Background: an optimization exercise with open tools, aiming at small area and a short achievable clock period. Do not read the settings as production practice.
In this exercise RTL edits were held to simulation tests only and were not proved equivalent to the original.
Power and IR drop assume default switching activity.

== zinc ==
Design ovarint_core, start of the top module:
module ovarint_core (
    input  wire         clk,
    input  wire         rst,
    input  wire         in_valid,
    input  wire [4:0]   cmd,         
    input  wire [127:0] val_in,
    input  wire [127:0] bytes_in,    
    input  wire [4:0]   len_in,
    output reg          out_valid,
    output reg  [2:0]   status,
    output reg  [4:0]   len_out,
    output reg  [127:0] bytes_out,   
    output reg  [127:0] val_out
);
    localparam [2:0] ST_OK        = 3'd0;
    localparam [2:0] ST_OUTRANGE  = 3'd1;
    localparam [2:0] ST_TRUNCATED = 3'd2;
    localparam [2:0] ST_ILLEGAL   = 3'd4;
    integer i, k, m;
    wire       dir  = cmd[4];
    wire       sgn  = cmd[3];
    wire [2:0] wsel = cmd[2:0];
    wire w8 = (wsel == 3'd0), w16 = (wsel == 3'd1), w32 = (wsel == 3'd2),
         w64 = (wsel == 3'd3), w128 = wsel[2];
    reg msb;
    always @* begin
        case (wsel)
            3'd0:    msb = val_in[7];
            3'd1:    msb = val_in[15];
            3'd2:    msb = val_in[31];
            3'd3:    msb = val_in[63];
            default: msb = val_in[127];
        endcase
    end
    wire s = sgn & msb;
    reg [127:0] wide;
    always @* begin
        wide = val_in;
        if (w8)  wide[15:8]  = {8{s}};
        if (w16) wide[23:16] = {8{s}};
        if (w32) wide[39:32] = {8{s}};
        if (w64) wide[71:64] = {8{s}};
    end
    reg [15:1] f;
    reg [8:0]  g;
    always @* begin
        for (k = 1; k < 16; k = k + 1) begin
            g = val_in[8 * k - 5 +: 9];
            f[k] = sgn ? (|g & ~&g) : |g[8:1];
        end
        if (sgn) begin
            if (w8)  f[1] = |val_in[7:3]   & ~&val_in[7:3];
            if (w16) f[2] = |val_in[15:11] & ~&val_in[15:11];
            if (w32) f[4] = |val_in[31:27] & ~&val_in[31:27];
            if (w64) f[8] = |val_in[63:59] & ~&val_in[63:59];
        end else begin
  ...
clock: 8.0 ns
lec_check: 0
cap_margin: 20
core_margin: 2
core_utilization: 35
place_density: 0.45
slew_margin: 20
standard.sh (not shown) runs the stock make flow with config.mk's settings and CLKGATE_MAP_FILE= SYNTH_SCRIPT=/design/flow/synth_recipe.tcl, a recipe that flattens the netlist after the stock synthesis.
==> flow/flow/run.sh <==
#!/bin/bash
set -euo pipefail
export BUFFER_PORTS_ARGS="-buffer_cell sky130_fd_sc_hd__buf_1"
export SETUP_SLACK_MARGIN=5.4
bash standard.sh > standard.log 2>&1
### zinc -> willow
- an added SETUP_SLACK_MARGIN of 5
==> flow/flow/run.sh <==
#!/bin/bash
set -euo pipefail
export BUFFER_PORTS_ARGS="-buffer_cell sky130_fd_sc_hd__buf_1"
bash standard.sh > standard.log 2>&1
Notes after the runs:
willow went all the way through the flow, and no timing, DRC or antenna check failed. willow can be clocked slower than zinc. willow ends up with a number of cells on the critical path that is 1 lower than in zinc. Of willow and zinc, willow shows the lower sequential power, with zinc above it.
Changes in yarrow relative to willow:
- an added CTS_BUF_LIST of sky130_fd_sc_hd__clkbuf_4 sky130_fd_sc_hd__clkbuf_8
- an added CTS_CLUSTER_SIZE of 24
Results
The synthesized-area fraction occupied by adder cells on willow is in line with that on yarrow.
yarrow leaves more setup margin than willow.
For willow, the endpoint of the worst setup timing path was y_b[4]$_DFF_P_, unlike yarrow, where it was y_b[85]$_DFF_P_.
In yarrow, the area of all placed cells without fillers came out 140 µm² above the value in willow.


The RTL this note starts from:
==> flow/design.v <==
module ovarint_core (
    input  wire         clk,
    input  wire         rst,
    input  wire         in_valid,
    input  wire [4:0]   cmd,         
    input  wire [127:0] val_in,
    input  wire [127:0] bytes_in,    
    input  wire [4:0]   len_in,
    output reg          out_valid,
    output reg  [2:0]   status,
    output reg  [4:0]   len_out,
    output reg  [127:0] bytes_out,   
    output reg  [127:0] val_out
);
    localparam [2:0] ST_OK        = 3'd0;
    localparam [2:0] ST_OUTRANGE  = 3'd1;
    localparam [2:0] ST_TRUNCATED = 3'd2;
    localparam [2:0] ST_ILLEGAL   = 3'd4;
    integer i, k, m;
    wire       dir  = cmd[4];
    wire       sgn  = cmd[3];
    wire [2:0] wsel = cmd[2:0];
    wire w8 = (wsel == 3'd0), w16 = (wsel == 3'd1), w32 = (wsel == 3'd2),
         w64 = (wsel == 3'd3), w128 = wsel[2];
    reg [127:0] wide;
    always @* begin
        wide = val_in;
        if (w8)  wide[15:8]  = {8{sgn & val_in[7]}};
        if (w16) wide[23:16] = {8{sgn & val_in[15]}};
        if (w32) wide[39:32] = {8{sgn & val_in[31]}};
        if (w64) wide[71:64] = {8{sgn & val_in[63]}};
    end
    reg [15:1] f;
    reg [8:0]  g;
    always @* begin
        for (k = 1; k < 16; k = k + 1) begin
            g = val_in[8 * k - 5 +: 9];
            f[k] = sgn ? (|g & ~&g) : |g[8:1];
        end
        if (sgn) begin
            if (w8)  f[1] = |val_in[7:3]   & ~&val_in[7:3];
            if (w16) f[2] = |val_in[15:11] & ~&val_in[15:11];
            if (w32) f[4] = |val_in[31:27] & ~&val_in[31:27];
            if (w64) f[8] = |val_in[63:59] & ~&val_in[63:59];
        end else begin
            if (w8)  f[1] = |val_in[7:4];
            if (w16) f[2] = |val_in[15:12];
            if (w32) f[4] = |val_in[31:28];
            if (w64) f[8] = |val_in[63:60];
        end
        if (w8)  f[15:2] = 14'd0;
        if (w16) f[15:3] = 13'd0;
        if (w32) f[15:5] = 11'd0;
        if (w64) f[15:9] = 7'd0;
    end
    wire s_e = sgn & (w8 ? val_in[7] : w16 ? val_in[15] : w32 ? val_in[31] : w64 ? val_in[63] : val_in[127]);
    wire oor_e = w128 & (sgn ? (|val_in[127:123] & ~&val_in[127:123]) : (|val_in[127:124]));
    wire [7:0] hdr  = bytes_in[7:0];
    wire       negd = sgn & ~hdr[7];
    wire [3:0] n_d  = sgn ? (hdr[6:3] ^ {4{~hdr[7]}}) : hdr[7:4];
    wire [7:0] hdr_v = sgn ? {{5{negd}}, hdr[2:0]} : {4'd0, hdr[3:0]};
    reg [127:0] x_a;         
    reg [15:1]  f_a;         
    reg [3:0]   nd_a;        
    reg         dir_a, sgn_a;
    reg         s_a;         
    reg [2:0]   wsel_a;
    reg         oor_a;       
    reg [4:0]   len_a;       
    reg         v_a;
    always @(posedge clk) begin
        if (rst)
            v_a <= 1'b0;
        else
            v_a <= in_valid;
        x_a    <= dir ? {bytes_in[127:8], hdr_v} : wide;
        f_a    <= f;
        nd_a   <= n_d;
        dir_a  <= dir;
        sgn_a  <= sgn;
        s_a    <= s_e;
        wsel_a <= wsel;
        oor_a  <= oor_e;
        len_a  <= len_in;
    end
    reg [3:0] n_e;
    always @* begin
        n_e = 4'd0;
        for (k = 1; k < 16; k = k + 1)
            if (f_a[k]) n_e = k;
    end
    wire [3:0] n = dir_a ? nd_a : n_e;
    wire       fill = x_a[7];
    wire [3:0] sh   = ~n;
    reg [127:0] r, y;
    always @* begin
        for (i = 0; i < 16; i = i + 1)
            r[8 * i +: 8] = x_a[8 * (15 - i) +: 8];
        y = r;
        if (sh[3]) y = {{64{fill}}, y[127:64]};
        if (sh[2]) y = {{32{fill}}, y[127:32]};
        if (sh[1]) y = {{16{fill}}, y[127:16]};
        if (sh[0]) y = {{8{fill}},  y[127:8]};
    end
    wire [7:0] y0 = dir_a ? y[7:0] :
                    sgn_a ? {~s_a, n ^ {4{s_a}}, y[2:0]} : {n, y[3:0]};
    wire [127:0] res = {y[127:8], y0};
    wire negd_a = x_a[7];
    reg [15:0] c, p, q;
    always @* begin
        for (m = 0; m < 16; m = m + 1)
            c[m] = negd_a ? (&x_a[8 * m +: 8]) : ~(|x_a[8 * m +: 8]);
        p[0] = c[0];
        for (m = 1; m < 16; m = m + 1)
            p[m] = p[m - 1] & c[m];
        for (m = 0; m < 15; m = m + 1)
            q[m] = p[m] & (~sgn_a | (x_a[8 * m + 15] == negd_a));
        q[15] = p[15];
    end
    reg  [3:0] wb;        
    always @* begin
        case (wsel_a)
            3'd0:    wb = 4'd1;
            3'd1:    wb = 4'd2;
            3'd2:    wb = 4'd4;
            default: wb = 4'd8;
        endcase
    end
    wire [4:0] dw   = {1'b0, nd_a} - {1'b0, wb};
    wire       fits = wsel_a[2] | dw[4] | q[dw[3:0]];
    wire trunc = ~len_a[4] & (len_a[3:0] <= nd_a);
    reg [2:0] st;
    always @* begin
        if (wsel_a > 3'd4) st = ST_ILLEGAL;
        else if (!dir_a)   st = oor_a ? ST_OUTRANGE : ST_OK;
        else if (trunc)    st = ST_TRUNCATED;
        else if (!fits)    st = ST_OUTRANGE;
        else               st = ST_OK;
    end
    always @(posedge clk) begin
        if (rst)
            out_valid <= 1'b0;
        else
            out_valid <= v_a;
        status    <= st;
        len_out   <= (st == ST_OK) ? ({1'b0, n} + 5'd1) : 5'd0;
        y_b       <= res;
    end
    reg [127:0] y_b;
    always @* begin
        bytes_out = y_b;
        val_out   = y_b;
    end
endmodule
==> flow/config.mk <==
export PLATFORM = sky130hd
export DESIGN_NAME = ovarint_core
export DESIGN_NICKNAME = ovarint_core
export VERILOG_FILES = /design/flow/design.v
export SDC_FILE = /design/flow/constraint.sdc
export NUM_CORES = 4
export LEC_CHECK = 0
export CAP_MARGIN = 20
export CORE_MARGIN = 2
export CORE_UTILIZATION = 45
export CTS_CLUSTER_DIAMETER = 80
export CTS_CLUSTER_SIZE = 30
export PLACE_DENSITY = 0.55
export SLEW_MARGIN = 20
==> flow/constraint.sdc <==
create_clock -name core_clock -period 8.0 [get_ports {clk}]
set_input_delay 1.6000 -clock core_clock [delete_from_list [all_inputs] [get_ports {clk}]]
set_output_delay 1.6000 -clock core_clock [all_outputs]
set_load 0.01 [all_outputs]
==> flow/flow/run.sh <==
#!/bin/bash
set -euo pipefail
export BUFFER_PORTS_ARGS="-buffer_cell sky130_fd_sc_hd__buf_1"
export SETUP_SLACK_MARGIN=5.15
bash standard.sh > standard.log 2>&1
The first run ran to the end with no violations.
Edit:
--- a/flow/flow/run.sh
+++ b/flow/flow/run.sh
@@ -4 +4 @@
-export SETUP_SLACK_MARGIN=5.15
+export SETUP_SLACK_MARGIN=5.22
--- a/flow/config.mk
+++ b/flow/config.mk
@@ -10,4 +10,2 @@
-export CORE_UTILIZATION = 45
-export CTS_CLUSTER_DIAMETER = 80
-export CTS_CLUSTER_SIZE = 30
-export PLACE_DENSITY = 0.55
+export CORE_UTILIZATION = 55
+export PLACE_DENSITY = 0.65
The new run produced a clean layout. Worst setup slack improves by 7.5 ps. Wire length decreases by 7.1%. Non-clock buffer count went down by 1. Cell area came out higher by 1.3%. Combinational power barely changes. Register-to-register slack stays flat.
Edit:
--- a/flow/flow/run.sh
+++ b/flow/flow/run.sh
@@ -4 +4 @@
-export SETUP_SLACK_MARGIN=5.22
+export SETUP_SLACK_MARGIN=5.3
--- a/flow/config.mk
+++ b/flow/config.mk
@@ -10,2 +10,2 @@
-export CORE_UTILIZATION = 55
-export PLACE_DENSITY = 0.65
+export CORE_UTILIZATION = 35
+export PLACE_DENSITY = 0.45
- wire length is higher by 20%
- final area goes up by 8.4%
- die area grows by 56%
- synthesized area is unchanged
- first-iteration DRC count is lower by 23%
- global-route usage falls by 9.0 points
Edit:
--- a/flow/flow/run.sh
+++ b/flow/flow/run.sh
@@ -4 +4 @@
-export SETUP_SLACK_MARGIN=5.3
+export SETUP_SLACK_MARGIN=5.15
--- a/flow/config.mk
+++ b/flow/config.mk
@@ -10,2 +10,2 @@
-export CORE_UTILIZATION = 35
-export PLACE_DENSITY = 0.45
+export CORE_UTILIZATION = 55
+export PLACE_DENSITY = 0.65
Result: Utilization climbs by 20 points; combinational power came out lower by about 14%; cell count fell by 8.6%; wire length goes down by 15%; die area drops by about 36%; global-route usage climbs by 9.4 points; non-clock buffer count falls by 25.

static timing again, ports no longer ideal:
The results above use ideal ports. As a check the final layouts listed here were re-extracted and re-timed, cells and wires unchanged. Step 1 (the two cells are an assumption about what drives the block):
set clk [get_ports {clk}]
set_driving_cell -lib_cell sky130_fd_sc_hd__clkbuf_16 $clk
set_driving_cell -lib_cell sky130_fd_sc_hd__buf_2 [delete_from_list [all_inputs] $clk]
Step 2 moves the port delays by t, midway between the first and last clock arrival at a register: inputs arrive t later, outputs are due t later. That takes back most of the time a late clock gives input paths. a / b / c = ideal / step 1 / step 2; a / b = the first two.
run | t (ns) | slack for setup (ns) | worst setup path at the end | slew at the worst register clock pin (ns)
zinc | 0.603 | 5.153 / 5.153 / 4.635 | input to register | 0.07 / 0.07
willow | 0.611 | 5.013 / 5.013 / 4.469 | input to register | 0.07 / 0.07
yarrow | 0.677 | 5.020 / 4.979 / 4.438 | input to register | 0.07 / 0.07
the first run of note 2 | 0.591 | 5.164 / 5.164 / 4.724 | input to register | 0.11 / 0.11
the second run of note 2 | 0.608 | 5.172 / 5.170 / 4.641 | input to register | 0.07 / 0.07
the third run of note 2 | 0.615 | 5.208 / 5.208 / 4.802 | input to register | 0.07 / 0.07
the fourth run of note 2 | 0.615 | 5.176 / 5.133 / 4.635 | input to register | 0.07 / 0.07
After both steps every run listed still meets setup and hold. For yarrow, which loses most, drivers alone change the setup slack by -0.041 ns; drivers and shift together by -0.582 ns.
